Background: an optimization exercise with open tools, aiming at small area, a short achievable clock period and few clock cycles. Do not read the settings as production practice. Only simulation tests tie the RTL to the original design; equivalence was not proved. Power is estimated from default activity; no workload was simulated.

`design/flow/constraint.sdc`:
```
create_clock -name core_clock -period 9.0 [get_ports {clk}]
set_input_delay 1.8000 -clock core_clock [delete_from_list [all_inputs] [get_ports {clk}]]
set_output_delay 1.8000 -clock core_clock [all_outputs]
set_load 0.01 [all_outputs]
```
`design/flow/design.v`:
```
module cwt_crc16 (
    input  wire [127:0] m,
    output wire [31:0]  c
);
    wire t128 = m[5] ^ m[14];
    wire t129 = m[4] ^ m[33];
    wire t130 = m[6] ^ m[44];
    wire t131 = m[8] ^ m[29];
    wire t132 = m[7] ^ m[22];
    wire t133 = m[32] ^ m[75];
    wire t134 = m[3] ^ m[76];
    wire t135 = m[47] ^ m[67];
    wire t136 = m[10] ^ m[96];
    wire t137 = m[12] ^ m[98];
    wire t138 = m[21] ^ m[77];
    wire t139 = m[24] ^ m[80];
    wire t140 = m[30] ^ m[68];
    wire t141 = m[48] ^ m[69];
    wire t142 = m[83] ^ m[103];
    wire t143 = m[23] ^ t131;
    wire t144 = m[34] ^ t128;
    wire t145 = m[11] ^ m[45];
    wire t146 = m[2] ^ m[118];
    wire t147 = m[15] ^ m[16];
    wire t148 = m[17] ^ m[70];
    wire t149 = m[20] ^ m[99];
    wire t150 = m[27] ^ m[37];
    wire t151 = m[28] ^ m[38];
    wire t152 = m[35] ^ m[36];
    wire t153 = m[39] ^ m[40];
    wire t154 = m[56] ^ m[71];
    wire t155 = m[57] ^ m[72];
    wire t156 = m[13] ^ t129;
    wire t157 = m[9] ^ m[95];
    wire t158 = m[19] ^ m[100];
    wire t159 = m[25] ^ m[41];
    wire t160 = m[26] ^ m[42];
    wire t161 = m[31] ^ m[74];
    wire t162 = m[43] ^ m[119];
    wire t163 = m[46] ^ m[66];
    wire t164 = m[49] ^ m[122];
    wire t165 = m[50] ^ m[123];
    wire t166 = m[51] ^ m[124];
    wire t167 = m[52] ^ m[73];
    wire t168 = m[53] ^ m[126];
    wire t169 = m[54] ^ m[62];
    wire t170 = m[79] ^ m[101];
    wire t171 = m[78] ^ t132;
    wire t172 = m[105] ^ t133;
    wire t173 = m[125] ^ t130;
    wire t174 = m[1] ^ m[85];
    wire t175 = m[18] ^ m[58];
    wire t176 = m[59] ^ m[82];
    wire t177 = m[102] ^ t139;
    wire t178 = m[104] ^ t141;
    wire t179 = m[115] ^ t142;
    wire t180 = m[120] ^ t135;
    wire t181 = m[65] ^ t144;
    wire t182 = m[91] ^ t143;
    wire t183 = m[0] ^ m[88];
    wire t184 = m[60] ^ m[89];
    wire t185 = m[61] ^ m[84];
    wire t186 = m[64] ^ m[121];
    wire t187 = m[81] ^ m[127];
    wire t188 = m[86] ^ m[106];
    wire t189 = m[87] ^ m[94];
    wire t190 = m[90] ^ m[110];
    wire t191 = m[63] ^ t134;
    wire t192 = m[92] ^ t137;
    wire t193 = m[97] ^ t145;
    wire t194 = m[108] ^ t147;
    wire t195 = m[111] ^ t138;
    wire t196 = m[107] ^ t140;
    wire t197 = m[109] ^ t136;
    wire t198 = m[112] ^ t154;
    wire t199 = m[113] ^ t155;
    wire t200 = t169 ^ t176;
    wire t201 = t152 ^ t171;
    wire t202 = t156 ^ t158;
    wire t203 = m[48] ^ t167;
    wire t204 = m[93] ^ t146;
    wire t205 = m[114] ^ t148;
    wire t206 = m[116] ^ t162;
    wire t207 = m[117] ^ t174;
    wire t208 = t151 ^ t157;
    wire t209 = t150 ^ t196;
    wire t210 = t166 ^ t172;
    wire t211 = t173 ^ t199;
    wire t212 = t153 ^ t182;
    wire t213 = m[46] ^ m[89];
    wire t214 = m[18] ^ t170;
    wire t215 = m[55] ^ t168;
    wire t216 = m[63] ^ t164;
    wire t217 = m[103] ^ t161;
    wire t218 = t149 ^ t163;
    wire t219 = t160 ^ t185;
    wire t220 = t175 ^ t187;
    wire t221 = m[0] ^ t193;
    wire t222 = t165 ^ t194;
    wire t223 = t197 ^ t201;
    wire t224 = m[15] ^ m[100];
    wire t225 = m[17] ^ m[114];
    wire t226 = m[25] ^ m[47];
    wire t227 = m[30] ^ m[99];
    wire t228 = m[51] ^ m[107];
    wire t229 = m[53] ^ m[70];
    wire t230 = m[75] ^ m[118];
    wire t231 = m[7] ^ t155;
    wire t232 = m[8] ^ t189;
    wire t233 = m[16] ^ t188;
    wire t234 = m[52] ^ t190;
    wire t235 = m[59] ^ t159;
    wire t236 = m[68] ^ t149;
    wire t237 = m[69] ^ t189;
    wire t238 = m[71] ^ t139;
    wire t239 = m[86] ^ t184;
    wire t240 = m[14] ^ t179;
    wire t241 = m[38] ^ t192;
    wire t242 = m[43] ^ t178;
    wire t243 = m[73] ^ t177;
    wire t244 = m[106] ^ t208;
    wire t245 = t166 ^ t198;
    wire t246 = t180 ^ t195;
    wire t247 = m[29] ^ t181;
    wire t248 = m[3] ^ m[72];
    wire t249 = m[4] ^ m[121];
    wire t250 = m[5] ^ m[74];
    wire t251 = m[6] ^ m[80];
    wire t252 = m[9] ^ m[112];
    wire t253 = m[11] ^ m[94];
    wire t254 = m[13] ^ m[57];
    wire t255 = m[19] ^ m[39];
    wire t256 = m[26] ^ m[37];
    wire t257 = m[27] ^ m[62];
    wire t258 = m[28] ^ m[120];
    wire t259 = m[31] ^ m[101];
    wire t260 = m[33] ^ m[36];
    wire t261 = m[42] ^ m[109];
    wire t262 = m[45] ^ m[108];
    wire t263 = m[49] ^ m[77];
    wire t264 = m[56] ^ m[58];
    wire t265 = m[61] ^ m[127];
    wire t266 = m[88] ^ m[102];
    wire t267 = m[90] ^ m[93];
    wire t268 = m[96] ^ m[126];
    wire t269 = m[111] ^ m[127];
    wire t270 = m[1] ^ t136;
    wire t271 = m[20] ^ t134;
    wire t272 = m[23] ^ t130;
    wire t273 = m[32] ^ t186;
    wire t274 = m[41] ^ t133;
    wire t275 = m[55] ^ t161;
    wire t276 = m[64] ^ t132;
    wire t277 = m[65] ^ t153;
    wire t278 = m[76] ^ t163;
    wire t279 = m[78] ^ t137;
    wire t280 = m[82] ^ t147;
    wire t281 = m[84] ^ t167;
    wire t282 = m[87] ^ t183;
    wire t283 = m[91] ^ t140;
    wire t284 = m[93] ^ t135;
    wire t285 = m[101] ^ t226;
    wire t286 = m[113] ^ t150;
    wire t287 = m[117] ^ t227;
    wire t288 = m[123] ^ t188;
    wire t289 = t128 ^ t146;
    wire t290 = t129 ^ t186;
    wire t291 = t140 ^ t165;
    wire t292 = t148 ^ t224;
    wire t293 = t151 ^ t229;
    wire t294 = t159 ^ t213;
    wire t295 = m[66] ^ t178;
    wire t296 = m[67] ^ t195;
    wire t297 = m[79] ^ t177;
    wire t298 = m[85] ^ t205;
    wire t299 = m[98] ^ t200;
    wire t300 = t143 ^ t170;
    wire t301 = t145 ^ t207;
    wire t302 = t154 ^ t172;
    wire t303 = t168 ^ t278;
    wire t304 = t192 ^ t214;
    wire t305 = t198 ^ t233;
    wire t306 = t200 ^ t219;
    wire t307 = t203 ^ t215;
    wire t308 = m[35] ^ t202;
    wire t309 = m[40] ^ t221;
    wire t310 = m[97] ^ t209;
    wire t311 = t141 ^ t240;
    wire t312 = t180 ^ t202;
    wire t313 = t181 ^ t218;
    wire t314 = t183 ^ t241;
    wire t315 = m[6] ^ m[112];
    wire t316 = m[8] ^ m[61];
    wire t317 = m[10] ^ m[80];
    wire t318 = m[12] ^ m[119];
    wire t319 = m[16] ^ m[43];
    wire t320 = m[19] ^ m[122];
    wire t321 = m[22] ^ m[40];
    wire t322 = m[23] ^ m[39];
    wire t323 = m[24] ^ m[76];
    wire t324 = m[24] ^ m[94];
    wire t325 = m[26] ^ m[58];
    wire t326 = m[34] ^ m[95];
    wire t327 = m[36] ^ m[110];
    wire t328 = m[44] ^ m[60];
    wire t329 = m[50] ^ m[81];
    wire t330 = m[54] ^ m[122];
    wire t331 = m[71] ^ m[84];
    wire t332 = m[77] ^ m[111];
    wire t333 = m[78] ^ m[105];
    wire t334 = m[81] ^ m[94];
    wire t335 = m[88] ^ m[125];
    wire t336 = m[95] ^ m[108];
    wire t337 = m[97] ^ m[121];
    wire t338 = m[103] ^ m[119];
    wire t339 = m[104] ^ m[115];
    wire t340 = m[107] ^ m[110];
    wire t341 = m[2] ^ t152;
    wire t342 = m[3] ^ t146;
    wire t343 = m[7] ^ t175;
    wire t344 = m[15] ^ t157;
    wire t345 = m[21] ^ t184;
    wire t346 = m[35] ^ t249;
    wire t347 = m[45] ^ t168;
    wire t348 = m[46] ^ t257;
    wire t349 = m[47] ^ t138;
    wire t350 = m[54] ^ t265;
    wire t351 = m[67] ^ t251;
    wire t352 = m[70] ^ t263;
    wire t353 = m[73] ^ t162;
    wire t354 = m[74] ^ t253;
    wire t355 = m[83] ^ t137;
    wire t356 = m[92] ^ t184;
    wire t357 = m[98] ^ t176;
    wire t358 = m[102] ^ t138;
    wire t359 = m[104] ^ t142;
    wire t360 = m[109] ^ t248;
    wire t361 = m[114] ^ t169;
    wire t362 = m[116] ^ t225;
    wire t363 = m[124] ^ t264;
    wire t364 = m[125] ^ t131;
    wire t365 = t128 ^ t160;
    wire t366 = t132 ^ t260;
    wire t367 = t136 ^ t174;
    wire t368 = t151 ^ t190;
    wire t369 = t164 ^ t175;
    wire t370 = t164 ^ t228;
    wire t371 = t185 ^ t317;
    wire t372 = t230 ^ t255;
    wire t373 = t250 ^ t258;
    wire t374 = t261 ^ t268;
    wire t375 = t267 ^ t335;
    wire t376 = t321 ^ t338;
    wire t377 = m[11] ^ t220;
    wire t378 = m[13] ^ t216;
    wire t379 = m[20] ^ t191;
    wire t380 = m[27] ^ t206;
    wire t381 = m[28] ^ t156;
    wire t382 = m[42] ^ t294;
    wire t383 = m[50] ^ t237;
    wire t384 = m[55] ^ t204;
    wire t385 = m[59] ^ t285;
    wire t386 = m[60] ^ t282;
    wire t387 = m[64] ^ t217;
    wire t388 = m[79] ^ t234;
    wire t389 = m[92] ^ t238;
    wire t390 = m[120] ^ t144;
    wire t391 = t130 ^ t289;
    wire t392 = t133 ^ t216;
    wire t393 = t148 ^ t207;
    wire t394 = t152 ^ t191;
    wire t395 = t156 ^ t193;
    wire t396 = t157 ^ t287;
    wire t397 = t158 ^ t237;
    wire t398 = t159 ^ t206;
    wire t399 = t160 ^ t270;
    wire t400 = t162 ^ t205;
    wire t401 = t170 ^ t236;
    wire t402 = t171 ^ t332;
    wire t403 = t173 ^ t232;
    wire t404 = t178 ^ t326;
    wire t405 = t179 ^ t269;
    wire t406 = t179 ^ t316;
    wire t407 = t180 ^ t213;
    wire t408 = t187 ^ t290;
    wire t409 = t194 ^ t349;
    wire t410 = t204 ^ t277;
    wire t411 = t206 ^ t254;
    wire t412 = t214 ^ t256;
    wire t413 = t217 ^ t235;
    wire t414 = t218 ^ t231;
    wire t415 = t220 ^ t284;
    wire t416 = t232 ^ t344;
    wire t417 = t239 ^ t351;
    wire t418 = t259 ^ t367;
    wire t419 = t262 ^ t293;
    wire t420 = t266 ^ t274;
    wire t421 = t275 ^ t283;
    wire t422 = t331 ^ t358;
    wire t423 = m[17] ^ t300;
    wire t424 = m[49] ^ t209;
    wire t425 = m[72] ^ t222;
    wire t426 = m[87] ^ t302;
    wire t427 = m[116] ^ t295;
    wire t428 = t129 ^ t211;
    wire t429 = t149 ^ t210;
    wire t430 = t186 ^ t298;
    wire t431 = t197 ^ t297;
    wire t432 = t201 ^ t244;
    wire t433 = t210 ^ t281;
    wire t434 = t211 ^ t228;
    wire t435 = t231 ^ t242;
    wire t436 = t234 ^ t400;
    wire t437 = t243 ^ t328;
    wire t438 = t245 ^ t340;
    wire t439 = t245 ^ t353;
    wire t440 = t246 ^ t376;
    wire t441 = t246 ^ t389;
    wire t442 = t272 ^ t304;
    wire t443 = t273 ^ t299;
    wire t444 = t288 ^ t307;
    wire t445 = t296 ^ t396;
    wire t446 = t301 ^ t323;
    wire t447 = t306 ^ t352;
    wire r0_0 = m[18] ^ m[22];
    wire r0_1 = m[33] ^ m[56];
    wire r0_2 = m[99] ^ r0_0;
    wire r0_3 = r0_1 ^ t135;
    wire r0_4 = t185 ^ t252;
    wire r0_5 = t334 ^ r0_2;
    wire r0_6 = r0_3 ^ r0_4;
    wire r0_7 = t270 ^ t279;
    wire r0_8 = t292 ^ t342;
    wire r0_9 = t348 ^ t359;
    wire r0_10 = r0_5 ^ r0_6;
    wire r0_11 = r0_7 ^ r0_8;
    wire r0_12 = r0_9 ^ t221;
    wire r0_13 = t392 ^ t398;
    wire r0_14 = t421 ^ r0_10;
    wire r0_15 = r0_11 ^ r0_12;
    wire r0_16 = r0_13 ^ t247;
    wire r0_17 = t437 ^ r0_14;
    wire r0_18 = r0_15 ^ r0_16;
    wire r0_19 = r0_17 ^ r0_18;
    assign c[0] = r0_19;
    wire r1_0 = m[10] ^ m[113];
    wire r1_1 = m[119] ^ m[2];
    wire r1_2 = m[57] ^ m[62];
    wire r1_3 = m[81] ^ m[99];
    wire r1_4 = r1_0 ^ r1_1;
    wire r1_5 = r1_2 ^ r1_3;
    wire r1_6 = t163 ^ t226;
    wire r1_7 = t258 ^ r1_4;
    wire r1_8 = r1_5 ^ r1_6;
    wire r1_9 = t191 ^ t193;
    wire r1_10 = t207 ^ t219;
    wire r1_11 = t280 ^ t291;
    wire r1_12 = r1_10 ^ r1_11;
    wire r1_13 = r1_7 ^ r1_8;
    wire r1_14 = r1_9 ^ t302;
    wire r1_15 = t387 ^ t404;
    wire r1_16 = r1_12 ^ r1_13;
    wire r1_17 = r1_14 ^ r1_15;
    wire r1_18 = t308 ^ t442;
    wire r1_19 = r1_16 ^ r1_17;
    wire r1_20 = r1_18 ^ r1_19;
    assign c[1] = r1_20;
    wire r2_0 = m[82] ^ m[96];
    wire r2_1 = r2_0 ^ t145;
    wire r2_2 = t259 ^ t263;
    wire r2_3 = t325 ^ r2_1;
    wire r2_4 = r2_2 ^ t177;
    wire r2_5 = t204 ^ t233;
    wire r2_6 = t348 ^ t355;
    wire r2_7 = r2_3 ^ r2_4;
    wire r2_8 = r2_5 ^ r2_6;
    wire r2_9 = t394 ^ r2_7;
    wire r2_10 = r2_8 ^ t247;
    wire r2_11 = t312 ^ t429;
    wire r2_12 = t430 ^ t435;
    wire r2_13 = r2_10 ^ r2_11;
    wire r2_14 = r2_12 ^ r2_9;
    wire r2_15 = r2_13 ^ r2_14;
    assign c[2] = r2_15;
    wire r3_0 = t188 ^ t318;
    wire r3_1 = t329 ^ t333;
    wire r3_2 = r3_0 ^ r3_1;
    wire r3_3 = t179 ^ t203;
    wire r3_4 = t273 ^ t292;
    wire r3_5 = t369 ^ r3_2;
    wire r3_6 = r3_3 ^ r3_4;
    wire r3_7 = t381 ^ t385;
    wire r3_8 = t394 ^ t403;
    wire r3_9 = t422 ^ r3_5;
    wire r3_10 = r3_6 ^ r3_7;
    wire r3_11 = r3_8 ^ t310;
    wire r3_12 = t313 ^ r3_10;
    wire r3_13 = r3_11 ^ r3_9;
    wire r3_14 = r3_12 ^ r3_13;
    assign c[3] = r3_14;
    wire r4_0 = m[6] ^ m[85];
    wire r4_1 = r4_0 ^ t347;
    wire r4_2 = t357 ^ t370;
    wire r4_3 = r4_1 ^ r4_2;
    wire r4_4 = t386 ^ t387;
    wire r4_5 = t412 ^ t422;
    wire r4_6 = r4_3 ^ r4_4;
    wire r4_7 = r4_5 ^ t247;
    wire r4_8 = t312 ^ t425;
    wire r4_9 = t427 ^ t432;
    wire r4_10 = r4_6 ^ r4_7;
    wire r4_11 = r4_8 ^ r4_9;
    wire r4_12 = r4_10 ^ r4_11;
    assign c[4] = r4_12;
    wire r5_0 = m[121] ^ m[38];
    wire r5_1 = r5_0 ^ t255;
    wire r5_2 = t266 ^ r5_1;
    wire r5_3 = t203 ^ t350;
    wire r5_4 = t359 ^ r5_2;
    wire r5_5 = r5_3 ^ t210;
    wire r5_6 = t300 ^ t393;
    wire r5_7 = t417 ^ r5_4;
    wire r5_8 = r5_5 ^ r5_6;
    wire r5_9 = t223 ^ t313;
    wire r5_10 = t424 ^ t425;
    wire r5_11 = r5_10 ^ r5_7;
    wire r5_12 = r5_8 ^ r5_9;
    wire r5_13 = r5_11 ^ r5_12;
    assign c[5] = r5_13;
    wire r6_0 = m[1] ^ t150;
    wire r6_1 = r6_0 ^ t173;
    wire r6_2 = t191 ^ t345;
    wire r6_3 = t355 ^ r6_1;
    wire r6_4 = r6_2 ^ t210;
    wire r6_5 = t305 ^ t383;
    wire r6_6 = t388 ^ t398;
    wire r6_7 = t419 ^ r6_3;
    wire r6_8 = r6_4 ^ r6_5;
    wire r6_9 = r6_6 ^ t212;
    wire r6_10 = t223 ^ t313;
    wire r6_11 = r6_10 ^ r6_7;
    wire r6_12 = r6_8 ^ r6_9;
    wire r6_13 = r6_11 ^ r6_12;
    assign c[6] = r6_13;
    wire r7_0 = m[109] ^ m[37];
    wire r7_1 = m[41] ^ m[54];
    wire r7_2 = r7_0 ^ r7_1;
    wire r7_3 = r7_2 ^ t219;
    wire r7_4 = t276 ^ t282;
    wire r7_5 = t287 ^ t292;
    wire r7_6 = t341 ^ r7_3;
    wire r7_7 = r7_4 ^ r7_5;
    wire r7_8 = t244 ^ t303;
    wire r7_9 = t388 ^ t395;
    wire r7_10 = r7_6 ^ r7_7;
    wire r7_11 = r7_8 ^ r7_9;
    wire r7_12 = t212 ^ t434;
    wire r7_13 = t441 ^ r7_10;
    wire r7_14 = r7_11 ^ r7_12;
    wire r7_15 = r7_13 ^ r7_14;
    assign c[7] = r7_15;
    wire r8_0 = m[100] ^ m[118];
    wire r8_1 = m[121] ^ r8_0;
    wire r8_2 = t248 ^ t252;
    wire r8_3 = t262 ^ t319;
    wire r8_4 = t327 ^ r8_1;
    wire r8_5 = r8_2 ^ r8_3;
    wire r8_6 = t238 ^ t361;
    wire r8_7 = r8_4 ^ r8_5;
    wire r8_8 = r8_6 ^ t181;
    wire r8_9 = t209 ^ t307;
    wire r8_10 = t382 ^ t402;
    wire r8_11 = t415 ^ t418;
    wire r8_12 = r8_10 ^ r8_11;
    wire r8_13 = r8_7 ^ r8_8;
    wire r8_14 = r8_9 ^ t212;
    wire r8_15 = t314 ^ r8_12;
    wire r8_16 = r8_13 ^ r8_14;
    wire r8_17 = r8_15 ^ r8_16;
    assign c[8] = r8_17;
    wire r9_0 = m[22] ^ m[96];
    wire r9_1 = r9_0 ^ t230;
    wire r9_2 = t267 ^ r9_1;
    wire r9_3 = t286 ^ t360;
    wire r9_4 = r9_2 ^ r9_3;
    wire r9_5 = t181 ^ t304;
    wire r9_6 = t306 ^ t405;
    wire r9_7 = t417 ^ t419;
    wire r9_8 = r9_4 ^ r9_5;
    wire r9_9 = r9_6 ^ r9_7;
    wire r9_10 = t212 ^ t308;
    wire r9_11 = t427 ^ r9_10;
    wire r9_12 = r9_8 ^ r9_9;
    wire r9_13 = r9_11 ^ r9_12;
    assign c[9] = r9_13;
    wire r10_0 = m[18] ^ m[66];
    wire r10_1 = r10_0 ^ t225;
    wire r10_2 = t330 ^ r10_1;
    wire r10_3 = t192 ^ t217;
    wire r10_4 = t271 ^ t272;
    wire r10_5 = t285 ^ t368;
    wire r10_6 = r10_2 ^ r10_3;
    wire r10_7 = r10_4 ^ r10_5;
    wire r10_8 = t202 ^ t301;
    wire r10_9 = t410 ^ r10_6;
    wire r10_10 = r10_7 ^ r10_8;
    wire r10_11 = t223 ^ t426;
    wire r10_12 = r10_10 ^ r10_11;
    wire r10_13 = r10_9 ^ r10_12;
    assign c[10] = r10_13;
    wire r11_0 = m[19] ^ m[48];
    wire r11_1 = r11_0 ^ t134;
    wire r11_2 = t318 ^ t324;
    wire r11_3 = t327 ^ t339;
    wire r11_4 = r11_1 ^ r11_2;
    wire r11_5 = r11_3 ^ t144;
    wire r11_6 = t288 ^ r11_4;
    wire r11_7 = r11_5 ^ t296;
    wire r11_8 = t384 ^ t395;
    wire r11_9 = t412 ^ t414;
    wire r11_10 = t420 ^ r11_6;
    wire r11_11 = r11_7 ^ r11_8;
    wire r11_12 = r11_9 ^ t212;
    wire r11_13 = r11_10 ^ r11_11;
    wire r11_14 = r11_12 ^ r11_13;
    assign c[11] = r11_14;
    wire r12_0 = m[0] ^ m[116];
    wire r12_1 = r12_0 ^ t315;
    wire r12_2 = t333 ^ r12_1;
    wire r12_3 = t144 ^ t271;
    wire r12_4 = t363 ^ r12_2;
    wire r12_5 = r12_3 ^ t241;
    wire r12_6 = t243 ^ t382;
    wire r12_7 = t416 ^ r12_4;
    wire r12_8 = r12_5 ^ r12_6;
    wire r12_9 = t308 ^ t424;
    wire r12_10 = t440 ^ r12_7;
    wire r12_11 = r12_8 ^ r12_9;
    wire r12_12 = r12_10 ^ r12_11;
    assign c[12] = r12_12;
    wire r13_0 = m[113] ^ m[117];
    wire r13_1 = r13_0 ^ t249;
    wire r13_2 = t254 ^ t315;
    wire r13_3 = t322 ^ t329;
    wire r13_4 = r13_1 ^ r13_2;
    wire r13_5 = r13_3 ^ t375;
    wire r13_6 = r13_4 ^ r13_5;
    wire r13_7 = t242 ^ t390;
    wire r13_8 = t399 ^ t401;
    wire r13_9 = t409 ^ t413;
    wire r13_10 = r13_6 ^ r13_7;
    wire r13_11 = r13_8 ^ r13_9;
    wire r13_12 = t432 ^ r13_10;
    wire r13_13 = r13_11 ^ r13_12;
    assign c[13] = r13_13;
    wire r14_0 = m[100] ^ m[126];
    wire r14_1 = m[58] ^ r14_0;
    wire r14_2 = t160 ^ t253;
    wire r14_3 = t337 ^ r14_1;
    wire r14_4 = r14_2 ^ t172;
    wire r14_5 = t205 ^ t280;
    wire r14_6 = t286 ^ t345;
    wire r14_7 = t370 ^ r14_3;
    wire r14_8 = r14_4 ^ r14_5;
    wire r14_9 = r14_6 ^ t242;
    wire r14_10 = t297 ^ t391;
    wire r14_11 = r14_10 ^ r14_7;
    wire r14_12 = r14_8 ^ r14_9;
    wire r14_13 = t212 ^ t223;
    wire r14_14 = r14_11 ^ r14_12;
    wire r14_15 = r14_13 ^ r14_14;
    assign c[14] = r14_15;
    wire r15_0 = m[105] ^ m[30];
    wire r15_1 = r15_0 ^ t134;
    wire r15_2 = t150 ^ t164;
    wire r15_3 = t187 ^ r15_1;
    wire r15_4 = r15_2 ^ t235;
    wire r15_5 = t238 ^ t366;
    wire r15_6 = r15_3 ^ r15_4;
    wire r15_7 = r15_5 ^ t222;
    wire r15_8 = t244 ^ t406;
    wire r15_9 = r15_6 ^ r15_7;
    wire r15_10 = r15_8 ^ t309;
    wire r15_11 = t436 ^ t442;
    wire r15_12 = r15_10 ^ r15_11;
    wire r15_13 = r15_9 ^ r15_12;
    assign c[15] = r15_13;
    wire r16_0 = m[106] ^ m[65];
    wire r16_1 = r16_0 ^ t165;
    wire r16_2 = t322 ^ r16_1;
    wire r16_3 = t280 ^ t293;
    wire r16_4 = t354 ^ t360;
    wire r16_5 = t365 ^ r16_2;
    wire r16_6 = r16_3 ^ r16_4;
    wire r16_7 = t384 ^ t392;
    wire r16_8 = t402 ^ t406;
    wire r16_9 = r16_5 ^ r16_6;
    wire r16_10 = r16_7 ^ r16_8;
    wire r16_11 = t310 ^ t312;
    wire r16_12 = t439 ^ r16_10;
    wire r16_13 = r16_11 ^ r16_9;
    wire r16_14 = r16_12 ^ r16_13;
    assign c[16] = r16_14;
    wire r17_0 = m[68] ^ m[75];
    wire r17_1 = m[83] ^ r17_0;
    wire r17_2 = t153 ^ t161;
    wire r17_3 = t169 ^ t324;
    wire r17_4 = r17_1 ^ r17_2;
    wire r17_5 = r17_3 ^ t208;
    wire r17_6 = t271 ^ t279;
    wire r17_7 = t281 ^ t290;
    wire r17_8 = r17_4 ^ r17_5;
    wire r17_9 = r17_6 ^ r17_7;
    wire r17_10 = t211 ^ t222;
    wire r17_11 = t295 ^ t380;
    wire r17_12 = t390 ^ r17_10;
    wire r17_13 = r17_11 ^ r17_8;
    wire r17_14 = r17_9 ^ t423;
    wire r17_15 = t438 ^ r17_12;
    wire r17_16 = r17_13 ^ r17_14;
    wire r17_17 = r17_15 ^ r17_16;
    assign c[17] = r17_17;
    wire r18_0 = m[29] ^ m[34];
    wire r18_1 = m[45] ^ m[69];
    wire r18_2 = m[76] ^ r18_0;
    wire r18_3 = r18_1 ^ t159;
    wire r18_4 = r18_2 ^ r18_3;
    wire r18_5 = t194 ^ t215;
    wire r18_6 = t277 ^ t343;
    wire r18_7 = t346 ^ t373;
    wire r18_8 = r18_4 ^ r18_5;
    wire r18_9 = r18_6 ^ r18_7;
    wire r18_10 = t211 ^ t298;
    wire r18_11 = t378 ^ r18_10;
    wire r18_12 = r18_8 ^ r18_9;
    wire r18_13 = t431 ^ t433;
    wire r18_14 = t445 ^ r18_11;
    wire r18_15 = r18_12 ^ r18_13;
    wire r18_16 = r18_14 ^ r18_15;
    assign c[18] = r18_16;
    wire r19_0 = m[110] ^ m[115];
    wire r19_1 = m[33] ^ m[77];
    wire r19_2 = r19_0 ^ r19_1;
    wire r19_3 = t158 ^ t167;
    wire r19_4 = t230 ^ t251;
    wire r19_5 = t330 ^ r19_2;
    wire r19_6 = r19_3 ^ r19_4;
    wire r19_7 = t220 ^ t291;
    wire r19_8 = t364 ^ t365;
    wire r19_9 = r19_5 ^ r19_6;
    wire r19_10 = r19_7 ^ r19_8;
    wire r19_11 = t303 ^ t305;
    wire r19_12 = t413 ^ r19_10;
    wire r19_13 = r19_11 ^ r19_9;
    wire r19_14 = t223 ^ t309;
    wire r19_15 = t430 ^ r19_12;
    wire r19_16 = r19_13 ^ r19_14;
    wire r19_17 = r19_15 ^ r19_16;
    assign c[19] = r19_17;
    wire r20_0 = m[123] ^ m[25];
    wire r20_1 = m[37] ^ m[86];
    wire r20_2 = r20_0 ^ r20_1;
    wire r20_3 = t136 ^ r20_2;
    wire r20_4 = t191 ^ t199;
    wire r20_5 = t347 ^ t366;
    wire r20_6 = r20_3 ^ r20_4;
    wire r20_7 = r20_5 ^ t182;
    wire r20_8 = t243 ^ t391;
    wire r20_9 = t397 ^ t401;
    wire r20_10 = t405 ^ r20_6;
    wire r20_11 = r20_7 ^ r20_8;
    wire r20_12 = r20_9 ^ t438;
    wire r20_13 = t447 ^ r20_10;
    wire r20_14 = r20_11 ^ r20_12;
    wire r20_15 = r20_13 ^ r20_14;
    assign c[20] = r20_15;
    wire r21_0 = m[124] ^ m[52];
    wire r21_1 = m[65] ^ r21_0;
    wire r21_2 = t135 ^ t154;
    wire r21_3 = t225 ^ t256;
    wire r21_4 = t336 ^ r21_1;
    wire r21_5 = r21_2 ^ r21_3;
    wire r21_6 = t195 ^ t236;
    wire r21_7 = t274 ^ t276;
    wire r21_8 = t289 ^ t350;
    wire r21_9 = t369 ^ r21_4;
    wire r21_10 = r21_5 ^ r21_6;
    wire r21_11 = r21_7 ^ r21_8;
    wire r21_12 = t182 ^ t383;
    wire r21_13 = t418 ^ r21_10;
    wire r21_14 = r21_11 ^ r21_12;
    wire r21_15 = r21_9 ^ t314;
    wire r21_16 = t428 ^ r21_13;
    wire r21_17 = r21_14 ^ r21_15;
    wire r21_18 = r21_16 ^ r21_17;
    assign c[21] = r21_18;
    wire r22_0 = m[21] ^ m[51];
    wire r22_1 = m[95] ^ r22_0;
    wire r22_2 = t161 ^ t165;
    wire r22_3 = t261 ^ t264;
    wire r22_4 = t334 ^ r22_1;
    wire r22_5 = r22_2 ^ r22_3;
    wire r22_6 = t173 ^ t235;
    wire r22_7 = t239 ^ t284;
    wire r22_8 = t362 ^ t371;
    wire r22_9 = t372 ^ r22_4;
    wire r22_10 = r22_5 ^ r22_6;
    wire r22_11 = r22_7 ^ r22_8;
    wire r22_12 = t182 ^ t240;
    wire r22_13 = t303 ^ t378;
    wire r22_14 = r22_10 ^ r22_11;
    wire r22_15 = r22_12 ^ r22_13;
    wire r22_16 = r22_9 ^ t314;
    wire r22_17 = t435 ^ r22_14;
    wire r22_18 = r22_15 ^ r22_16;
    wire r22_19 = r22_17 ^ r22_18;
    assign c[22] = r22_19;
    wire r23_0 = m[14] ^ m[44];
    wire r23_1 = r23_0 ^ t153;
    wire r23_2 = t190 ^ t268;
    wire r23_3 = t339 ^ r23_1;
    wire r23_4 = r23_2 ^ t203;
    wire r23_5 = t276 ^ t291;
    wire r23_6 = t356 ^ r23_3;
    wire r23_7 = r23_4 ^ r23_5;
    wire r23_8 = t411 ^ t415;
    wire r23_9 = t416 ^ r23_6;
    wire r23_10 = r23_7 ^ r23_8;
    wire r23_11 = t429 ^ t446;
    wire r23_12 = t447 ^ r23_10;
    wire r23_13 = r23_11 ^ r23_9;
    wire r23_14 = r23_12 ^ r23_13;
    assign c[23] = r23_14;
    wire r24_0 = m[50] ^ m[53];
    wire r24_1 = m[5] ^ r24_0;
    wire r24_2 = t134 ^ t227;
    wire r24_3 = t320 ^ r24_1;
    wire r24_4 = r24_2 ^ t143;
    wire r24_5 = t177 ^ t357;
    wire r24_6 = t375 ^ r24_3;
    wire r24_7 = r24_4 ^ r24_5;
    wire r24_8 = t305 ^ t377;
    wire r24_9 = t393 ^ t404;
    wire r24_10 = r24_6 ^ r24_7;
    wire r24_11 = r24_8 ^ r24_9;
    wire r24_12 = t433 ^ t440;
    wire r24_13 = r24_10 ^ r24_11;
    wire r24_14 = r24_12 ^ r24_13;
    assign c[24] = r24_14;
    wire r25_0 = m[102] ^ m[15];
    wire r25_1 = m[23] ^ m[77];
    wire r25_2 = r25_0 ^ r25_1;
    wire r25_3 = t174 ^ t320;
    wire r25_4 = r25_2 ^ r25_3;
    wire r25_5 = t346 ^ t371;
    wire r25_6 = r25_4 ^ r25_5;
    wire r25_7 = t221 ^ t299;
    wire r25_8 = t379 ^ t380;
    wire r25_9 = t407 ^ r25_6;
    wire r25_10 = r25_7 ^ r25_8;
    wire r25_11 = t247 ^ t426;
    wire r25_12 = t434 ^ t444;
    wire r25_13 = r25_10 ^ r25_11;
    wire r25_14 = r25_12 ^ r25_9;
    wire r25_15 = r25_13 ^ r25_14;
    assign c[25] = r25_15;
    wire r26_0 = m[90] ^ t130;
    wire r26_1 = t142 ^ r26_0;
    wire r26_2 = t196 ^ t216;
    wire r26_3 = t279 ^ t341;
    wire r26_4 = t361 ^ t363;
    wire r26_5 = t373 ^ r26_1;
    wire r26_6 = r26_2 ^ r26_3;
    wire r26_7 = r26_4 ^ t386;
    wire r26_8 = t408 ^ t409;
    wire r26_9 = t414 ^ r26_5;
    wire r26_10 = r26_6 ^ r26_7;
    wire r26_11 = r26_8 ^ t444;
    wire r26_12 = t446 ^ r26_10;
    wire r26_13 = r26_11 ^ r26_9;
    wire r26_14 = r26_12 ^ r26_13;
    assign c[26] = r26_14;
    wire r27_0 = m[124] ^ m[41];
    wire r27_1 = m[7] ^ r27_0;
    wire r27_2 = t138 ^ t183;
    wire r27_3 = t229 ^ t252;
    wire r27_4 = t260 ^ r27_1;
    wire r27_5 = r27_2 ^ r27_3;
    wire r27_6 = t239 ^ r27_4;
    wire r27_7 = r27_5 ^ t222;
    wire r27_8 = t377 ^ t403;
    wire r27_9 = t411 ^ r27_6;
    wire r27_10 = r27_7 ^ r27_8;
    wire r27_11 = t310 ^ t311;
    wire r27_12 = t431 ^ t443;
    wire r27_13 = r27_10 ^ r27_11;
    wire r27_14 = r27_12 ^ r27_9;
    wire r27_15 = r27_13 ^ r27_14;
    assign c[27] = r27_15;
    wire r28_0 = m[117] ^ m[16];
    wire r28_1 = m[24] ^ r28_0;
    wire r28_2 = t250 ^ t336;
    wire r28_3 = r28_1 ^ r28_2;
    wire r28_4 = t200 ^ t283;
    wire r28_5 = t286 ^ t342;
    wire r28_6 = t343 ^ t364;
    wire r28_7 = t368 ^ t374;
    wire r28_8 = r28_3 ^ r28_4;
    wire r28_9 = r28_5 ^ r28_6;
    wire r28_10 = r28_7 ^ t397;
    wire r28_11 = t407 ^ t420;
    wire r28_12 = r28_10 ^ r28_11;
    wire r28_13 = r28_8 ^ r28_9;
    wire r28_14 = t439 ^ r28_12;
    wire r28_15 = r28_13 ^ r28_14;
    assign c[28] = r28_15;
    wire r29_0 = m[120] ^ t131;
    wire r29_1 = t141 ^ t142;
    wire r29_2 = t183 ^ t269;
    wire r29_3 = t337 ^ r29_0;
    wire r29_4 = r29_1 ^ r29_2;
    wire r29_5 = t208 ^ t356;
    wire r29_6 = t372 ^ t374;
    wire r29_7 = r29_3 ^ r29_4;
    wire r29_8 = r29_5 ^ r29_6;
    wire r29_9 = t379 ^ t385;
    wire r29_10 = t421 ^ r29_7;
    wire r29_11 = r29_8 ^ r29_9;
    wire r29_12 = t428 ^ t436;
    wire r29_13 = r29_10 ^ r29_11;
    wire r29_14 = r29_12 ^ r29_13;
    assign c[29] = r29_14;
    wire r30_0 = m[12] ^ t190;
    wire r30_1 = t224 ^ t257;
    wire r30_2 = t325 ^ r30_0;
    wire r30_3 = r30_1 ^ t171;
    wire r30_4 = t191 ^ t215;
    wire r30_5 = t236 ^ t294;
    wire r30_6 = t354 ^ t362;
    wire r30_7 = r30_2 ^ r30_3;
    wire r30_8 = r30_4 ^ r30_5;
    wire r30_9 = r30_6 ^ t408;
    wire r30_10 = t410 ^ r30_7;
    wire r30_11 = r30_8 ^ r30_9;
    wire r30_12 = t311 ^ t441;
    wire r30_13 = r30_10 ^ r30_11;
    wire r30_14 = r30_12 ^ r30_13;
    assign c[30] = r30_14;
    wire r31_0 = m[72] ^ m[90];
    wire r31_1 = r31_0 ^ t163;
    wire r31_2 = t265 ^ t319;
    wire r31_3 = r31_1 ^ r31_2;
    wire r31_4 = t204 ^ t275;
    wire r31_5 = r31_3 ^ r31_4;
    wire r31_6 = t381 ^ t399;
    wire r31_7 = r31_5 ^ r31_6;
    wire r31_8 = t309 ^ t311;
    wire r31_9 = t423 ^ t437;
    wire r31_10 = t443 ^ t445;
    wire r31_11 = r31_10 ^ r31_7;
    wire r31_12 = r31_8 ^ r31_9;
    wire r31_13 = r31_11 ^ r31_12;
    assign c[31] = r31_13;
endmodule
module cwt_quant (
    input  wire        s,
    input  wire [10:0] e,
    input  wire [16:0] x,
    input  wire        trunc_mode,    
    output wire [15:0] q,
    output wire        clip
);
    wire        inr  = (e >= 11'd1022) && (e <= 11'd1038);
    wire        huge = (e >= 11'd1039);            
    wire [16:0] y    = inr ? x : 17'd0;            
    wire [15:0] ip   = y[16:1];
    wire        rh   = ~trunc_mode & y[0];
    wire [15:0] a    = ip ^ {16{s}};
    wire        ci   = rh ^ s;
    reg  [15:0] sum;
    integer i;
    always @* begin
        for (i = 0; i < 16; i = i + 1)
            sum[i] = a[i] ^ (ci & ((a & ((16'd1 << i) - 16'd1)) == ((16'd1 << i) - 16'd1)));
    end
    wire        cpos = ip[15] | ((&ip[14:0]) & rh);
    wire        cneg = ip[15] & ((|ip[14:0]) | rh);
    assign clip = huge | (s ? cneg : cpos);
    assign q    = clip ? {s, {15{~s}}} : sum;
endmodule
module cwt_f32cvt (
    input  wire        s,
    input  wire [10:0] e,
    input  wire [23:0] x,
    input  wire        sticky,
    output wire [31:0] f
);
    wire        ovf    = (e > 11'd1150);
    wire        normal = (e >= 11'd897);
    wire [7:0]  exp8   = normal ? {~e[7], e[6:0]} : 8'd0;    
    wire        rup    = x[0] & (sticky | x[1]);
    wire [30:0] base   = {exp8, x[23:1]};
    reg  [30:0] rnd;
    integer i;
    always @* begin
        for (i = 0; i < 31; i = i + 1)
            rnd[i] = base[i] ^ (rup & ((base & ((31'd1 << i) - 31'd1)) == ((31'd1 << i) - 31'd1)));
    end
    assign f = {s, ovf ? 31'h7F800000 : rnd};
endmodule
module cwt_lane_pre #(
    parameter LATE = 0           
) (
    input  wire [63:0] v,
    input  wire        raw,
    input  wire        fq,        
    output wire [63:0] w,
    output wire        nan
);
    wire [10:0] e = v[62:52];
    wire [4:0]  aq     = 5'd22 - e[4:0];                
    wire        normal = (e >= 11'd897);
    wire        tiny   = (e <= 11'd870);                 
    wire [4:0]  dsh    = 5'd1 - e[4:0];                  
    wire [4:0]  af     = normal ? 5'd0 : (tiny ? 5'd26 : dsh);
    wire [24:0] sig    = {1'b1, v[51:28]};
    wire [24:0] x;
    generate
        if (LATE) begin : g_two
            wire [24:0] xq = sig >> aq;
            wire [24:0] xf = sig >> af;
            assign x = raw ? sig : (fq ? xq : xf);
        end else begin : g_one
            wire [4:0] sh = raw ? 5'd0 : (fq ? aq : af);
            assign x = sig >> sh;
        end
    endgenerate
    wire [25:0] lmask  = ~(26'h3FFFFFF << af);
    wire        lost   = ~raw & (|(sig & lmask[24:0]));
    assign nan = (&e) && (|v[51:0]);
    assign w   = {v[63:52], x[23:0], v[27:1], v[0] | lost};
endmodule
module cwt_lane_post (
    input  wire [63:0] w,
    input  wire        trunc_mode,
    output wire [15:0] q,
    output wire        clip,
    output wire [31:0] f
);
    cwt_quant  u_q (.s(w[63]), .e(w[62:52]), .x(w[44:28]), .trunc_mode(trunc_mode), .q(q), .clip(clip));
    cwt_f32cvt u_f (.s(w[63]), .e(w[62:52]), .x(w[51:28]), .sticky(|w[27:0]), .f(f));
endmodule
module cwt_enc (
    input  wire         clk,
    input  wire         rst,
    input  wire         cmd_valid,
    output wire         cmd_ready,
    input  wire [3:0]   cmd_op,
    input  wire         cmd_chan,
    input  wire         cmd_part,
    input  wire [255:0] cmd_data,
    output reg          rsp_valid,
    output reg  [63:0]  rsp_result,
    output reg  [2:0]   rsp_fault,
    output reg  [5:0]   rsp_len,
    output reg  [255:0] rsp_bytes
);
    localparam OP_EINIT  = 4'd0;
    localparam OP_CRCB   = 4'd1;
    localparam OP_CRCF   = 4'd2;
    localparam OP_CRCV   = 4'd3;
    localparam OP_QNT    = 4'd4;
    localparam OP_ENCV   = 4'd5;
    localparam OP_ENCREC = 4'd6;
    localparam OP_RDCLIP = 4'd7;
    localparam OP_RDREC  = 4'd8;
    localparam OP_RDSTAT = 4'd9;
    localparam F_NONE     = 3'd0;
    localparam F_PROTOCOL = 3'd5;
    localparam F_ILLEGAL  = 3'd6;
    localparam F_NUMERIC  = 3'd7;
    reg [31:0]  crc;         
    reg [31:0]  clip0;
    reg [31:0]  clip1;
    reg [31:0]  reccnt;
    reg [1:0]   fmt;
    reg         alg;
    reg         encon;
    reg         integrity;
    reg         ready;
    assign cmd_ready = ready;
    wire accept = cmd_valid & ready;
    wire raw_l0 = (cmd_op == OP_CRCB) | (cmd_op == OP_CRCV) | ((fmt == 2'd0) & (cmd_op != OP_QNT));
    wire fq_l0  = (cmd_op == OP_QNT) | (fmt == 2'd1) | ((fmt == 2'd2) & ~((cmd_op == OP_ENCV) & cmd_part));
    wire raw_hi = (fmt == 2'd0);
    wire [255:0] w_d;
    wire [3:0]   nan_d;
    cwt_lane_pre #(.LATE(1)) u_p0 (.v(cmd_data[63:0]),    .raw(raw_l0), .fq(fq_l0),             .w(w_d[63:0]),    .nan(nan_d[0]));
    cwt_lane_pre u_p1 (.v(cmd_data[127:64]),  .raw(raw_hi), .fq(fmt == 2'd1),       .w(w_d[127:64]),  .nan(nan_d[1]));
    cwt_lane_pre u_p2 (.v(cmd_data[191:128]), .raw(raw_hi), .fq(fmt[0] ^ fmt[1]),   .w(w_d[191:128]), .nan(nan_d[2]));
    cwt_lane_pre u_p3 (.v(cmd_data[255:192]), .raw(raw_hi), .fq(fmt == 2'd1),       .w(w_d[255:192]), .nan(nan_d[3]));
    reg         m_v;
    reg [3:0]   op;
    reg         chan;
    reg         part;
    reg [255:0] w;
    reg [3:0]   nan;
    always @(posedge clk) begin
        op   <= cmd_op;
        chan <= cmd_chan;
        part <= cmd_part;
        w    <= w_d;
        nan  <= nan_d;
        if (rst) begin
            m_v   <= 1'b0;
            ready <= 1'b1;
            fmt   <= 2'd0;
            alg   <= 1'b0;
            encon <= 1'b0;
        end else begin
            m_v   <= accept;
            ready <= ~(accept & (((cmd_op == OP_ENCREC) & (fmt == 2'd0) & encon) |
                                 (cmd_op == OP_CRCF) | (cmd_op == OP_CRCV)));
            if (accept & (cmd_op == OP_EINIT)) begin
                fmt   <= cmd_data[1:0];
                alg   <= cmd_data[2];
                encon <= 1'b1;
            end
        end
    end
    wire is_einit  = (op == OP_EINIT);
    wire is_crcb   = (op == OP_CRCB);
    wire is_crcf   = (op == OP_CRCF);
    wire is_crcv   = (op == OP_CRCV);
    wire is_qnt    = (op == OP_QNT);
    wire is_encv   = (op == OP_ENCV);
    wire is_encrec = (op == OP_ENCREC);
    wire is_rdclip = (op == OP_RDCLIP);
    wire is_rdrec  = (op == OP_RDREC);
    wire is_rdstat = (op == OP_RDSTAT);
    wire is_illegal = (op >= 4'd10);
    wire [15:0] q0, q1, q2, q3;
    wire        c0, c1, c2, c3;
    wire [31:0] f0, f1, f2, f3;
    cwt_lane_post u_l0 (.w(w[63:0]),    .trunc_mode(~alg & ~(part & ~is_encrec)), .q(q0), .clip(c0), .f(f0));
    cwt_lane_post u_l1 (.w(w[127:64]),  .trunc_mode(1'b0), .q(q1), .clip(c1), .f(f1));
    cwt_lane_post u_l2 (.w(w[191:128]), .trunc_mode(~alg), .q(q2), .clip(c2), .f(f2));
    cwt_lane_post u_l3 (.w(w[255:192]), .trunc_mode(1'b0), .q(q3), .clip(c3), .f(f3));
    wire uses_enc = is_qnt | is_encv | is_encrec;
    wire any_nan  = is_encrec ? (|nan) : nan[0];
    reg  [2:0] fault;
    always @* begin
        if (is_illegal)                fault = F_ILLEGAL;
        else if (uses_enc & ~encon)    fault = F_PROTOCOL;
        else if (uses_enc & any_nan)   fault = F_NUMERIC;
        else                           fault = F_NONE;
    end
    wire ok = (fault == F_NONE);
    wire i16_re = fmt[0] ^ fmt[1];             
    wire i16_im = (fmt == 2'd1);
    wire i16_v  = part ? i16_im : i16_re;      
    wire lay_raw = (fmt == 2'd0) | is_crcb;
    wire lay_f32 = (fmt == 2'd3) | ((fmt == 2'd2) & is_encv & part);
    wire lay_mix = (fmt == 2'd2) & ~is_encv;
    reg [127:0] bytes_lo;
    always @* begin
        if (lay_raw)      bytes_lo = w[127:0];
        else if (lay_f32) bytes_lo = {f3, f2, f1, f0};
        else if (lay_mix) bytes_lo = {32'd0, f3, q2, f1, q0};
        else              bytes_lo = {64'd0, q3, q2, q1, q0};
    end
    reg [5:0] len;
    reg [5:0] fk;      
    reg       two;     
    always @* begin
        len = 6'd0; fk = 6'd0; two = 1'b0;
        if (ok) begin
            if (is_crcb) fk = 6'b000001;
            else if (is_encrec) begin
                case (fmt)
                    2'd0: begin len = 6'd32; fk = 6'b100000; two = 1'b1; end
                    2'd1: begin len = 6'd8;  fk = 6'b001000; end
                    2'd2: begin len = 6'd12; fk = 6'b010000; end
                    default: begin len = 6'd16; fk = 6'b100000; end
                endcase
            end else if (is_encv) begin
                case (fmt)
                    2'd0: begin len = 6'd8; fk = 6'b001000; end
                    2'd1: begin len = 6'd2; fk = 6'b000010; end
                    2'd2: if (part) begin len = 6'd4; fk = 6'b000100; end
                          else      begin len = 6'd2; fk = 6'b000010; end
                    default: begin len = 6'd4; fk = 6'b000100; end
                endcase
            end
        end
    end
    wire s_two = is_encrec & (fmt == 2'd0);
    wire s16   = is_encrec & (fmt == 2'd3);
    wire s12   = is_encrec & (fmt == 2'd2);
    wire s8    = (is_encrec & (fmt == 2'd1)) | (is_encv & (fmt == 2'd0));
    wire s4    = is_encv & ((fmt == 2'd3) | ((fmt == 2'd2) & part));
    wire s2    = is_encv & ((fmt == 2'd1) | ((fmt == 2'd2) & ~part));
    reg [127:0] bytes_hi;
    always @* begin
        bytes_hi = 128'd0;
        if (s_two)                    bytes_hi = w[255:128];
        else if (s16)                 bytes_hi = {f3, f2, f1, f0};
        else if (s12)                 bytes_hi[127:32] = {f3, q2, f1, q0};
        else if (s8)                  bytes_hi[127:64] = lay_raw ? w[63:0] : {q3, q2, q1, q0};
        else if (s4)                  bytes_hi[127:96] = f0;
        else if (s2)                  bytes_hi[127:112] = q0;
        else                          bytes_hi[127:120] = w[7:0];
    end
    wire [1:0] inc0 = is_encrec ? ({1'b0, c0 & i16_re} + {1'b0, c1 & i16_im})
                                : {1'b0, c0 & (is_qnt | i16_v) & ~chan};
    wire [1:0] inc1 = is_encrec ? ({1'b0, c2 & i16_re} + {1'b0, c3 & i16_im})
                                : {1'b0, c0 & (is_qnt | i16_v) & chan};
    reg  [1:0] r_inc0, r_inc1;
    wire [31:0] clip0_n = add02(clip0, r_inc0);
    wire [31:0] clip1_n = add02(clip1, r_inc1);
    function [31:0] inc32(input [31:0] x);
        integer i;
        begin
            for (i = 0; i < 32; i = i + 1)
                inc32[i] = x[i] ^ ((x & ((32'd1 << i) - 32'd1)) == ((32'd1 << i) - 32'd1));
        end
    endfunction
    function [31:0] add02(input [31:0] x, input [1:0] a);
        begin
            if (a[1])      add02 = {inc32({1'b0, x[31:1]}), x[0]};
            else if (a[0]) add02 = inc32(x);
            else           add02 = x;
        end
    endfunction
    reg [5:0]  r_fk;        
    reg        r_two;       
    reg        r_hs;        
    reg        crcf_pend;   
    reg        crcv_pend;
    reg [127:0] fm;
    reg [31:0]  post;
    always @* begin
        fm = (rsp_bytes[127:0] & {128{r_two}}) | (rsp_bytes[255:128] & {128{r_hs}});
        if (r_fk[5])           fm[31:0]    = fm[31:0]    ^ crc;
        if (r_fk[4])           fm[63:32]   = fm[63:32]   ^ crc;
        if (r_fk[3])           fm[95:64]   = fm[95:64]   ^ crc;
        if (r_fk[2])           fm[127:96]  = fm[127:96]  ^ crc;
        if (r_fk[1])           fm[127:112] = fm[127:112] ^ crc[15:0];
        if (r_fk[0])           fm[127:120] = fm[127:120] ^ crc[7:0];
        post = r_fk[1] ? {16'd0, crc[31:16]} : r_fk[0] ? {8'd0, crc[31:8]} :
               (r_two | r_hs) ? 32'd0 : crc;
    end
    wire [31:0] fold;
    cwt_crc16 u_crc (.m(fm), .c(fold));
    wire [31:0] crc_next = fold ^ post;
    wire crcv_eq = (~crc == rsp_result[31:0]);
    reg [63:0] result;
    always @* begin
        result = 64'd0;
        if (is_crcv)                result = {32'd0, w[31:0]};
        if (is_qnt & ok)            result = {{48{q0[15]}}, q0};
        if (is_encrec & ok)         result = 64'd1;
        if (is_rdclip)              result = {32'd0, chan ? clip1_n : clip0_n};
        if (is_rdrec)               result = {32'd0, reccnt};
        if (is_rdstat)              result = {51'd0, alg, 2'b00, fmt, 2'b00, encon, integrity, 1'b0, encon, 2'b00};
    end
    always @(posedge clk) begin
        if (crcf_pend) begin
            rsp_result <= {32'd0, ~crc};
            rsp_fault  <= F_NONE;
            rsp_len    <= 6'd0;
        end else if (crcv_pend) begin
            rsp_result <= {63'd0, crcv_eq};
            rsp_fault  <= F_NONE;
            rsp_len    <= 6'd0;
        end else begin
            rsp_result <= result;
            rsp_fault  <= fault;
            rsp_len    <= len;
        end
        rsp_bytes[127:0] <= bytes_lo;
        if (m_v) rsp_bytes[255:128] <= bytes_hi;
        if (rst) begin
            rsp_valid <= 1'b0;
            r_fk      <= 6'd0;
            r_two     <= 1'b0;
            r_hs      <= 1'b0;
            crcf_pend <= 1'b0;
            crcv_pend <= 1'b0;
            r_inc0    <= 2'd0;
            r_inc1    <= 2'd0;
            crc       <= 32'hFFFFFFFF;
            clip0     <= 32'd0;
            clip1     <= 32'd0;
            reccnt    <= 32'd0;
            integrity <= 1'b0;
        end else begin
            rsp_valid <= (m_v & ~is_crcf & ~is_crcv) | crcf_pend | crcv_pend;
            crcf_pend <= m_v & is_crcf;
            crcv_pend <= m_v & is_crcv;
            r_fk      <= (m_v ? fk : 6'd0) | {r_two, 5'd0};
            r_two     <= m_v & two;
            r_hs      <= (m_v & (|fk) & ~two) | r_two;
            r_inc0    <= (m_v & ok & uses_enc) ? inc0 : 2'd0;
            r_inc1    <= (m_v & ok & uses_enc) ? inc1 : 2'd0;
            crc       <= crc_next;
            clip0     <= clip0_n;
            clip1     <= clip1_n;
            if (crcv_pend & ~crcv_eq) integrity <= 1'b1;
            if (m_v) begin
                if (is_einit) begin
                    crc       <= 32'hFFFFFFFF;
                    clip0     <= 32'd0;
                    clip1     <= 32'd0;
                    reccnt    <= 32'd0;
                    integrity <= 1'b0;
                end else if (ok & is_encrec) begin
                    reccnt <= inc32(reccnt);
                end
            end
        end
    end
endmodule
```
`design/flow/run.sh`:
```
#!/bin/bash
# synth_recipe.tcl (not shown) runs the flow's synth.tcl, then flattens the netlist and writes it again
# the make line also repeats each setting of config.mk as NAME=value (left out here)
make -C /OpenROAD-flow-scripts/flow DESIGN_CONFIG=/design/flow/config.mk WORK_HOME=/design/flow/orfs CLKGATE_MAP_FILE= SYNTH_SCRIPT=/design/flow/synth_recipe.tcl finish
```
`design/flow/config.mk`:
```
export PLATFORM = sky130hd
export DESIGN_NAME = cwt_enc
export DESIGN_NICKNAME = cwt_enc
export VERILOG_FILES = /design/flow/design.v
export SDC_FILE = /design/flow/constraint.sdc
export NUM_CORES = 4
export LEC_CHECK = 0
export ABC_CLOCK_PERIOD_IN_PS = 3500
export CAP_MARGIN = 20
export CORE_MARGIN = 2
export CORE_UTILIZATION = 45
export SETUP_SLACK_MARGIN = 5
export SLEW_MARGIN = 20
```
==> results.txt <==
[state kept, by name, indices dropped and copies added, names as in the netlist, 2 cells and up]
name and flops:
nan 4, reccnt 32, op 4, rsp_result 33, rsp_len 5, fmt 2, rsp_fault 3, rsp_bytes 256
r_fk 6, r_inc0 2, r_inc1 2, clip0 32, crc 32, w 256, clip1 32
[metal layers]
layer  vias up  share of wire [%]
met5         -               0.22
met4        54                 10
met3      1702                 16
met2      5991                 39
met1     28600                 35
li1      23900                  -
[cell type report]
class | count | area share, %
well taps | 1612 | 2.96
inverters | 67 | 0.451
repair buffers | 872 | 12.4
multi-input cells | 5183 | 57.3
flip-flops and latches | 713 | 22.9
diodes | 32 | 0.117
clock inverters | 42 | 0.754
clock buffers | 102 | 3.14
[worst reg2reg max path: stages, from the launching register on]
cell and delay [ns]:
dfxtp_4 0.60, bufbuf_16 0.53, a22oi_1 0.15, xnor2_1 0.51
xor2_1 0.90, xnor2_1 0.18, xnor2_1 0.18, xnor2_1 0.39
xnor2_1 0.22, xnor2_2 0.16, xnor2_1 0.14, nand2_1 0.07
[cell families after synthesis]
kind of cell,Yosys count,synth area share [%]
flops,713,28.6
fa+ha+maj,56,1.29
other cells,1,0.00691
mux,257,5.40
simple gates,2073,17.5
buf+inv,535,4.37
compound gates,1526,19.0
xor+xnor,1262,23.8
[power breakdown]
| group | internal [mW] | switching [mW] | leakage [nW] | total [mW] |
|---|---|---|---|---|
| clock network | 1.82 | 1.57 | 1.29 | 3.40 |
| registers | 3.48 | 0.545 | 6.02 | 4.02 |
| logic | 1.33 | 2.11 | 17.4 | 3.44 |
[cell usage after synthesis, drive strengths merged, types with 82 or more instances]
| master | instances | area, um2 |
|---|---|---|
| xnor2 | 877 | 8650 |
| o21ai | 361 | 1810 |
| buf | 140 | 890 |
| a22oi | 168 | 1360 |
| nand3 | 129 | 646 |
| a21oi | 298 | 1500 |
| xor2 | 347 | 3370 |
| edfxtp | 128 | 3840 |
| nor4 | 110 | 709 |
| clkbuf | 328 | 1230 |
| nand2 | 781 | 2930 |
| dfxtp | 585 | 11700 |
| nor2 | 566 | 2120 |
| nor3 | 88 | 445 |
| mux2i | 202 | 2020 |
| o22ai | 82 | 513 |
[worst min path at each step]
stage	start	end
6_report	w[84]	rsp_bytes[84]
5_1_grt	ready	m_v
4_1_cts	w[82]	rsp_bytes[82]
3_5_place_dp	w[82]	rsp_bytes[82]
3_3_place_gp	w[82]	rsp_bytes[82]
2_1_floorplan	w[76]	rsp_bytes[76]
[repair_timing]
action / CTS / global route
cloned: 10 / 5
pin swaps: 35 / 55
gates resized for setup: 300 / 257
setup buffers: 50 / 72
hold buffers: 0 / 0
endpoints found under the setup margin: 301 / 203
==> results.py <==
metrics = {
    "worst_setup_path": {
        "cp.depth": 11,
        "startpoint": "r_hs",
        "worstSetupStartpointType": "flip-flop",
        "critPathBufInv": 1,
        "crit_end": "crc[12]",
        "crit_top_cell": "xnor2_1",
        "r2r_slack_ns": 4.80,
        "slowest_delay_ns": 0.90,
        "endpoint_kind": "flip-flop",
        "cpMaxStageDelayCell": "xor2_1",
        "required_ns": 9.57,
        "critPathArrivalTime_ns": 4.77,
        "r2r-start": "r_hs",
        "worstSetupPathType": "reg -> reg",
        "crit_fanout": 42,
        "crit_family": "XOR/XNOR gates",
        "r2r-end": "crc[12]",
        "path_cells": "bufbuf_16, a22oi_1, xnor2_1, xor2_1, xnor2_1, xnor2_1, xnor2_1, xnor2_1, xnor2_2, xnor2_1, nand2_1",
        "r2r_cells": 11,
    },
    "detailed_routing": {
        "drc": 0,
        "wirelength_mm": 345,
        "via_count": 60200,
        "wire_per_inst_um": 40.1,
        "ant_nets": 0,
        "drt_iter0_markers": 11300,
        "drt-pass1-iter-count": 17,
        "viasPerCell": 6.98,
    },
    "timing": {
        "min_period_ns": 4.20,
        "fmax_ghz": 0.238,
        "final_max_slew_viol_count": 0,
        "tightest_slew_ns": 1.37,
        "grt_setup_unrepaired": "yes",
        "holdWs_ns": 0.486,
        "setup_ws_ns": 4.80,
        "min_period_over_period_pct": 46.7,
        "finalSetupTns_ns": 0,
        "clock_skew_ns": 0.0529,
        "finalHoldViolCount": 0,
        "max_slew_margin_pct": 7.63,
        "finalSetupViolations": 0,
    },
    "floorplan": {
        "io_pins": 596,
        "die_w_um": 351,
        "core-area_mm2": 0.120,
        "die_h_um": 351,
        "num_rows": 127,
        "start_util_pct": 45.3,
        "die_area_mm2": 0.123,
    },
    "job": {
        "cap_violations": 0,
    },
    "grt": {
        "antenna_found_initial": 62,
        "grt_use_met3_pct": 26.9,
        "grtUsageMet2_pct": 73.2,
        "grt_max_degree": 124,
        "gr-total-overflow": 0,
        "grt_use_total_pct": 53.6,
        "top_usage_layer": "met2",
        "grt_pass1_wl_mm": 455,
        "grt_pass1_vias": 53600,
        "met1_usage_pct": 63.4,
    },
    "synthesis": {
        "synth_nets": 6743,
        "synth.distinct_cells": 100,
        "synthesis.area_mm2": 0.0543,
        "ys_seq_elements": 713,
        "avgSynthCellArea_um2": 8.45,
        "synth_ff_type": "dfxtp_1",
        "syn_inst": 6423,
        "async_reset_ff_share_pct": 0,
        "synth_edf_count": 128,
        "yosys_warnings": 3,
        "synth_seq_area_share_pct": 28.6,
    },
    "clock_network": {
        "cts_max_level": 3,
        "clock-sinks": 713,
        "clk_path_buf_depth": 3,
        "cts_tree": "done",
        "clk_latency_ns": 0.73,
        "root_buffer": "clkbuf_16",
        "clk_pin_slew_ns": 0.06,
        "cts_buffers": 77,
    },
    "placed_design": {
        "portBuffers": 594,
        "placed_cell_area_mm2": 0.0618,
        "place_ws_ns": 2.80,
        "gp_congestion": 1.19,
        "dp.cells": 8306,
        "hpwl_mm": 265,
    },
    "cells_and_area": {
        "drive_gt1_share_pct": 15.4,
        "final_cell_mix": "nand2_1 (763), xnor2_1 (724), clkdlybuf4s50_1 (552)",
        "nNetsFinal": 7234,
        "final_common_cell": "nand2_1",
        "final_area_mm2": 0.0682,
        "regArea_mm2": 0.0156,
        "final_util_pct": 56.9,
        "finalNonFillerCells": 8623,
        "area_growth_pct": 25.7,
        "fill_cells": 10800,
        "multi_input_area_mm2": 0.0391,
    },
    "pwr": {
        "leakagePower_nw": 24.7,
        "vdd_drop_max_uv": 156,
        "p_per_area_mw_per_mm2": 159,
        "fin_total_pwr_mw": 10.9,
    },
    "min_path": {
        "hold_path.class": "reg -> reg",
        "min_path_cells": 2,
    },
    "outcome": {
        "outcome": "finished clean",
    },
}
Testbench counts, summed over its fixed seeds: cycles 7,800.

## static timing again, ports no longer ideal
The results above use ideal ports. As a check the final layout listed here was re-extracted and re-timed, cells and wires unchanged. Step 1 sets driving cells, clkbuf_16 on the clock port and buf_2 on the other inputs (assumed; they add their load-dependent delay and slew). Step 2 times the ports against the registers' clock, not the clock port: input delays grow and output delays shrink by t, the midpoint of the rising clock arrivals with the driver on. Three values: no drivers, after step 1, after step 2; two values: the first two.
t (ns): 0.791
slack for setup (ns): 4.797 / 4.797 / 4.170
hold WS [ns]: 0.486 / 0.486 / 0.486
worst setup path after step 2: input to register
latest minus earliest clock arrival (ns): 0.054 / 0.054
After both steps this run still meets setup and hold. The setup slack of this run moves by 0.000 ns with the drivers and by -0.627 ns with both steps.
